What follows belongs to an exercise in optimizing a design on an open flow for a short achievable clock period and few clock cycles; a production flow would make more cautious choices. At most, simulation tests tie the RTL to the original design; equivalence was not proved. No activity file was given, so power comes from the tool's default toggle rates.

==> v28: inputs <==
==> flow/design.v (excerpt) <==
module mips_core (
    input  wire        clk,
    input  wire        rst,            
    input  wire [31:0] text_base,      
    output wire [31:0] imem_addr,
    input  wire [31:0] imem_rdata,
    output wire [31:0] dmem_addr,
    output wire        dmem_re,
    output wire        dmem_we,
    output wire [3:0]  dmem_wstrb,
    output wire [31:0] dmem_wdata,
    input  wire [31:0] dmem_rdata,
    output wire        retire_valid,
    output wire [31:0] retire_pc,
    output wire        retire_we,      
    output wire [4:0]  retire_rd,
    output wire [31:0] retire_wdata,
    output reg         halted,
    output reg  [3:0]  halt_cause,
    output reg  [31:0] halt_pc
);
  localparam [3:0] CAUSE_NONE         = 4'd0;
  localparam [3:0] CAUSE_ILLEGAL      = 4'd1;
  localparam [3:0] CAUSE_OVERFLOW     = 4'd2;
  localparam [3:0] CAUSE_DIV_ZERO     = 4'd3;
  localparam [3:0] CAUSE_DIV_OVERFLOW = 4'd4;
  localparam [3:0] CAUSE_MISALIGN_MEM = 4'd5;
  localparam [3:0] CAUSE_MISALIGN_JMP = 4'd6;
  localparam [3:0] CAUSE_SYSCALL      = 4'd7;
  localparam [3:0] CAUSE_BREAK        = 4'd8;
  localparam [3:0] CAUSE_TRAP         = 4'd9;
  localparam R_ADD  = 0;    
  localparam R_SLT  = 1;    
  localparam R_AND  = 2;
  localparam R_OR   = 3;
  localparam R_XOR  = 4;
  localparam R_NOR  = 5;
  localparam R_LUI  = 6;
  localparam R_SH   = 7;    
  localparam R_LINK = 8;    
  localparam NR     = 9;
  reg [31:0] pc_f;           
  reg [31:0] ras;            
  ...
clock: 12.5 ns
lec_check: 0
cap_margin: 20
cell_pad_in_sites_detail_placement: 1
cell_pad_in_sites_global_placement: 2
core_margin: 2
core_utilization: 40
place_density: 0.6
slew_margin: 20
standard.sh (not shown) runs the stock make flow with config.mk's settings and CLKGATE_MAP_FILE= SYNTH_SCRIPT=/design/flow/synth_recipe.tcl, a recipe that flattens the netlist after the stock synthesis.
==> flow/flow/run.sh <==
#!/bin/bash
# The standard layout (the standard.sh, unchanged synthesis), with the
# timing repair steps asked to leave SETUP_MARGIN ns of setup slack so that
# they also work on paths far shorter than the clock period.
set -euo pipefail
cd "$(dirname "$0")/.."
SETUP_MARGIN=$(cat flow/setup_margin)
bash standard.sh SETUP_SLACK_MARGIN="$SETUP_MARGIN" finish > make_finish.log 2>&1
==> flow/flow/setup_margin <==
8.5
==> inputs of v20, as changes to v28 <==
--- a/flow/design.v
+++ b/flow/design.v
@@ -158,11 +158,10 @@
   reg        fd_valid;
   reg [31:0] fd_instr;
   reg [31:0] fd_pc;
   reg [31:0] fd_pc4;
   reg        fd_pt;          
-  reg        fd_bfix;        
   reg [31:0] fd_ptgt;        
   reg        de_valid;
   reg [31:0] de_pc;
   reg [31:0] de_pc4;
   reg [31:0] de_a;           
@@ -362,11 +361,10 @@
                  (d_hilo && div_busy && !div_soon) ||
                  (d_div && div_busy && !div_free_next);
   wire redir;                
   wire d_stall = fd_valid && (e_lhaz || d_mdhaz);
   wire d_issue = fd_valid && !d_stall && !redir;
-  wire d_fix   = fd_valid && !d_stall && fd_bfix;    
   wire m_wr = em_valid && (em_rd != 5'd0);
   wire e_wr = de_valid && (de_rd != 5'd0);
   wire n_fa_m = d_urs && e_wr && (de_rd == d_rs);
   wire n_fs_m = d_urt && e_wr && (de_rd == d_rt);
   wire m_rs = m_wr && (em_rd == d_rs);
@@ -554,16 +552,14 @@
   wire        f_jal  = (f_ir[31:26] == 6'h03) ||
                        ((f_ir[31:26] == 6'h00) && (f_ir[5:0] == 6'h09));
   wire        f_jr31 = (f_ir[31:26] == 6'h00) && (f_ir[5:0] == 6'h08) && (f_ir[25:21] == 5'd31);
   wire        f_br   = (f_ir[31:28] == 4'b0001);
   wire        f_brt  = f_br && ((f_ir[27:26] == 2'b01) || f_ir[15]);    
-  wire [15:0] f_tlo;
-  wire        f_tc;
-  mips_ks_add #(.W(16)) u_br_add (.a(f_pc4[17:2]), .b(f_ir[15:0]), .cin(1'b0),
-                                  .sum(f_tlo), .cout(f_tc));
-  wire [31:0] f_btgt  = {f_pc4[31:18], f_tlo, 2'b00};
-  wire        f_bfix  = f_brt && (f_tc != f_ir[15]);
+  wire [29:0] f_bsum;
+  mips_ks_add #(.W(30)) u_br_add (.a(pc_f[31:2]), .b({{14{f_ir[15]}}, f_ir[15:0]}), .cin(1'b1),
+                                  .sum(f_bsum), .cout());
+  wire [31:0] f_btgt  = {f_bsum, 2'b00};
   wire [31:0] f_jtgt  = {f_pc4[31:28], f_ir[25:0], 2'b00};
   wire        f_pt    = f_j || f_jr31 || f_brt;
   wire [31:0] f_next  = f_brt ? f_btgt : f_j ? f_jtgt : f_jr31 ? ras : f_pc4;
   wire        f_acc   = !d_stall;      
   always @(posedge clk) begin
@@ -584,17 +580,15 @@
     end else begin
       if (e_fault)
         stop <= 1'b1;
       if (redir)
         pc_f <= redir_pc;
-      else if (d_fix)
-        pc_f <= d_btgt;
       else if (f_acc)
         pc_f <= f_next;
       if (f_acc && f_jal)
         ras <= f_pc4;
-      if (redir || d_fix)
+      if (redir)
         fd_valid <= 1'b0;
       else if (f_acc)
         fd_valid <= 1'b1;
       de_valid <= d_issue;
       em_valid <= e_ok;
@@ -612,11 +606,10 @@
     if (f_acc) begin
       fd_instr <= f_ir;
       fd_pc    <= pc_f;
       fd_pc4   <= f_pc4;
       fd_pt    <= f_pt;
-      fd_bfix  <= f_bfix;
       fd_ptgt  <= ras;
     end
     de_pc    <= fd_pc;
     de_pc4   <= fd_pc4;
     de_a     <= rf_rs;
@@ -676,13 +669,13 @@
     em_wstrb <= e_wstrb;
     em_wdata <= e_wdata;
     mw_cause  <= m_cause;
     mw_pc     <= em_pc;
     mw_rd     <= em_rd;
+    mw_result <= m_result;
     if (em_valid)
-      mw_result <= m_result;
-    mw_wdata  <= m_result;
+      mw_wdata <= m_result;
   end
 endmodule
 module mips_ks_add #(parameter W = 32) (
     input  wire [W-1:0] a,
     input  wire [W-1:0] b,
==> flow/flow/setup_margin (replaced) <==
9.0
--- a/flow/config.mk
+++ b/flow/config.mk
@@ -7,8 +7,8 @@
 export LEC_CHECK = 0
 export CAP_MARGIN = 20
 export CELL_PAD_IN_SITES_DETAIL_PLACEMENT = 1
 export CELL_PAD_IN_SITES_GLOBAL_PLACEMENT = 2
 export CORE_MARGIN = 2
-export CORE_UTILIZATION = 40
-export PLACE_DENSITY = 0.6
+export CORE_UTILIZATION = 50
+export PLACE_DENSITY = 0.65
 export SLEW_MARGIN = 20
==> inputs of v32, as changes to v28 <==
--- a/flow/design.v
+++ b/flow/design.v
@@ -383,11 +383,11 @@
   wire [31:0] es = fs_m ? em_result : de_st;
   wire [31:0] e_simm = {{16{de_imm[15]}}, de_imm};
   wire [31:0] e_bx  = fb_m ? (em_result ^ {32{de_sub}}) : de_bx;
   wire [31:0] e_sum_lo;
   wire        e_sum_c;
-  mips_ks_add #(.W(32)) u_alu_add (.a(ea), .b(e_bx), .cin(de_sub), .sum(e_sum_lo), .cout(e_sum_c));
+  mips_ks_add #(.W(32), .L(6)) u_alu_add (.a(ea), .b(e_bx), .cin(de_sub), .sum(e_sum_lo), .cout(e_sum_c));
   wire [32:0] e_sum = {e_sum_c, e_sum_lo};
   wire        e_ovf = (ea[31] == e_bx[31]) && (e_sum[31] != ea[31]);
   wire        e_lt  = de_sltu ? ~e_sum[32] :
                       ((ea[31] != eb[31]) ? ea[31] : e_sum[31]);
   wire [4:0]  e_sha = de_shv ? ea[4:0] : de_shamt;
@@ -412,11 +412,11 @@
       ({32{de_rsel[R_NOR]}}  & ~(ea | eb)) |
       ({32{de_rsel[R_LUI]}}  & {de_imm, 16'd0}) |
       ({32{de_rsel[R_SH]}}   & e_shrev) |
       ({32{de_rsel[R_LINK]}} & de_pc4);
   wire [31:0] e_addr;
-  mips_ks_add #(.W(32)) u_addr_add (.a(ea), .b(e_simm), .cin(1'b0), .sum(e_addr), .cout());
+  mips_ks_add #(.W(32), .L(6)) u_addr_add (.a(ea), .b(e_simm), .cin(1'b0), .sum(e_addr), .cout());
   wire        e_mis  = (de_size == 2'd1 && e_addr[0]) ||
                        (de_size == 2'd2 && e_addr[1:0] != 2'b00);
   wire        e_eq_aa = (de_a == de_st);
   wire        e_eq_ma = (em_result == de_st);
   wire        e_eq_am = (de_a == em_result);
@@ -509,16 +509,20 @@
       else if (div_done)
         lo <= div_q;
     end
   end
   always @(posedge clk) begin
-    m1_a    <= {de_mds & ea[31], ea};
-    m1_sng  <= e_sng;
-    m1_dbl  <= e_dbl;
-    m1_neg  <= e_neg;
-    m1_val  <= ea;
-    m2_rows <= m1_rows;
+    if (de_mul) begin
+      m1_a    <= {de_mds & ea[31], ea};
+      m1_sng  <= e_sng;
+      m1_dbl  <= e_dbl;
+      m1_neg  <= e_neg;
+    end
+    if (de_mthi || de_mtlo)
+      m1_val  <= ea;
+    if (m1_mul)
+      m2_rows <= m1_rows;
   end
   assign dmem_addr  = em_addr;
   assign dmem_re    = em_re;
   assign dmem_we    = em_we;
   assign dmem_wstrb = em_wstrb;
@@ -556,11 +560,11 @@
   wire        f_jr31 = (f_ir[31:26] == 6'h00) && (f_ir[5:0] == 6'h08) && (f_ir[25:21] == 5'd31);
   wire        f_br   = (f_ir[31:28] == 4'b0001);
   wire        f_brt  = f_br && ((f_ir[27:26] == 2'b01) || f_ir[15]);    
   wire [15:0] f_tlo;
   wire        f_tc;
-  mips_ks_add #(.W(16)) u_br_add (.a(f_pc4[17:2]), .b(f_ir[15:0]), .cin(1'b0),
+  mips_ks_add #(.W(16), .L(5)) u_br_add (.a(f_pc4[17:2]), .b(f_ir[15:0]), .cin(1'b0),
                                   .sum(f_tlo), .cout(f_tc));
   wire [31:0] f_btgt  = {f_pc4[31:18], f_tlo, 2'b00};
   wire        f_bfix  = f_brt && (f_tc != f_ir[15]);
   wire [31:0] f_jtgt  = {f_pc4[31:28], f_ir[25:0], 2'b00};
   wire        f_pt    = f_j || f_jr31 || f_brt;
@@ -681,18 +685,17 @@
     if (em_valid)
       mw_result <= m_result;
     mw_wdata  <= m_result;
   end
 endmodule
-module mips_ks_add #(parameter W = 32) (
+module mips_ks_add #(parameter W = 32, parameter L = 6) (   
     input  wire [W-1:0] a,
     input  wire [W-1:0] b,
     input  wire         cin,
     output wire [W-1:0] sum,
     output wire         cout
 );
-  localparam L = $clog2(W + 1);
   wire [W:0] g [0:L];
   wire [W:0] p [0:L];
   assign g[0] = {a & b, cin};
   assign p[0] = {a ^ b, 1'b0};
   genvar l, k;
==> flow_metrics.py <==
metrics = {
    "layout": {
        "multi_input_area_sq_mm": 0.0928,
        "clock_buffers": 419,
    },
    "logic_synthesis": {
        "synth_edf_count": 707,
        "synthMostInstantiatedCell": "nor2_1",
        "synth_commonest_cells": "1852 x nor2_1, 1711 x dfxtp_1, 1383 x mux2i_1",
        "synth.area.top_cells": "dfxtp_1 23%, edfxtp_1 14%, mux2i_1 9.3%",
    },
    "drt": {
        "postRouteAntennaNets": 0,
        "drt-total-wl_microns": 871000,
    },
    "job": {
        "maxCapViolations": 0,
    },
    "run_status": {
        "status": "finished clean",
    },
    "power": {
        "power_uw": 23700,
    },
    "die": {
        "core.rowCount": 224,
    },
}
(the above is from v32)
==> flow_metrics.py <==
metrics = {
    "logic_synthesis": {
        "synthMostInstantiatedCell": "dfxtp_1",
        "netlist_instances": 15671,
        "synth_commonest_cells": "1975 x dfxtp_1, 1825 x nor2_1, 1365 x mux2i_1",
        "synth.avg_cell_area_sq_um": 9.21,
        "synth_edf_count": 405,
        "synth.area.top_cells": "dfxtp_1 27%, mux2i_1 9.5%, edfxtp_1 8.4%",
    },
    "die": {
        "die_x_microns": 541,
        "core.rowCount": 197,
    },
    "global_route": {
        "top_usage_layer": "met2",
        "grt_usage": 0.721,
    },
    "run_status": {
        "error": "[ERROR GRT-0232] Routing congestion too high. Check the congestion heatmap in the GUI.",
        "lastStage": "5_1_grt",
        "status": "did not finish",
    },
    "sta": {
        "worst_path_end_type": "register input",
    },
}
(the above is from v20)
==> flow_metrics.py <==
metrics = {
    "run_status": {
        "status": "finished clean",
    },
    "logic_synthesis": {
        "synth_edf_count": 406,
        "synth.area.top_cells": "dfxtp_1 27%, mux2i_1 9.4%, edfxtp_1 8.4%",
        "synthMostInstantiatedCell": "dfxtp_1",
    },
    "drt": {
        "postRouteAntennaNets": 0,
        "drt-total-wl_microns": 859000,
    },
    "die": {
        "core.rowCount": 221,
    },
    "clocking": {
        "clockBufferDepth": 4,
    },
    "layout": {
        "clock_buffers": 406,
    },
}
(the above is from v28)
Testbench counts of v32, summed over its fixed seeds: cycles 32,389.
The RTL of v28 and v20 was laid out without a check of its function.

-- separate check: timing with driven ports --
In the flow no input, the clock included, has a driving cell. The finished layouts below were timed again as built, in two steps.
Step 1, drivers: a clkbuf_16 drives clk and a buf_2 each remaining input, both assumed.
Step 2 moves the port delays by t, midway between the first and last clock arrival at a register: inputs arrive t later, outputs are due t later. That takes back most of the time a late clock gives input paths.
Slacks: no drivers / after step 1 / after step 2; pairs: no drivers / after step 1.
| run | shift t [ns] | setup WS [ns] | worst hold slack (ns) | slew at the worst register clock pin (ns) | cell pins on the clock port's net |
|---|---|---|---|---|---|
| v28 | 1.065 | 8.235 / 8.124 / 7.200 | 0.318 / 0.318 / 0.318 | 0.07 / 0.07 | 1 |
| v32 | 1.059 | 8.049 / 8.049 / 7.200 | 0.323 / 0.323 / 0.323 | 0.07 / 0.07 | 1 |
After both steps every run listed still meets setup and hold. The setup slack of v28, which loses most, moves by -0.111 ns with the drivers and by -1.035 ns with both steps.
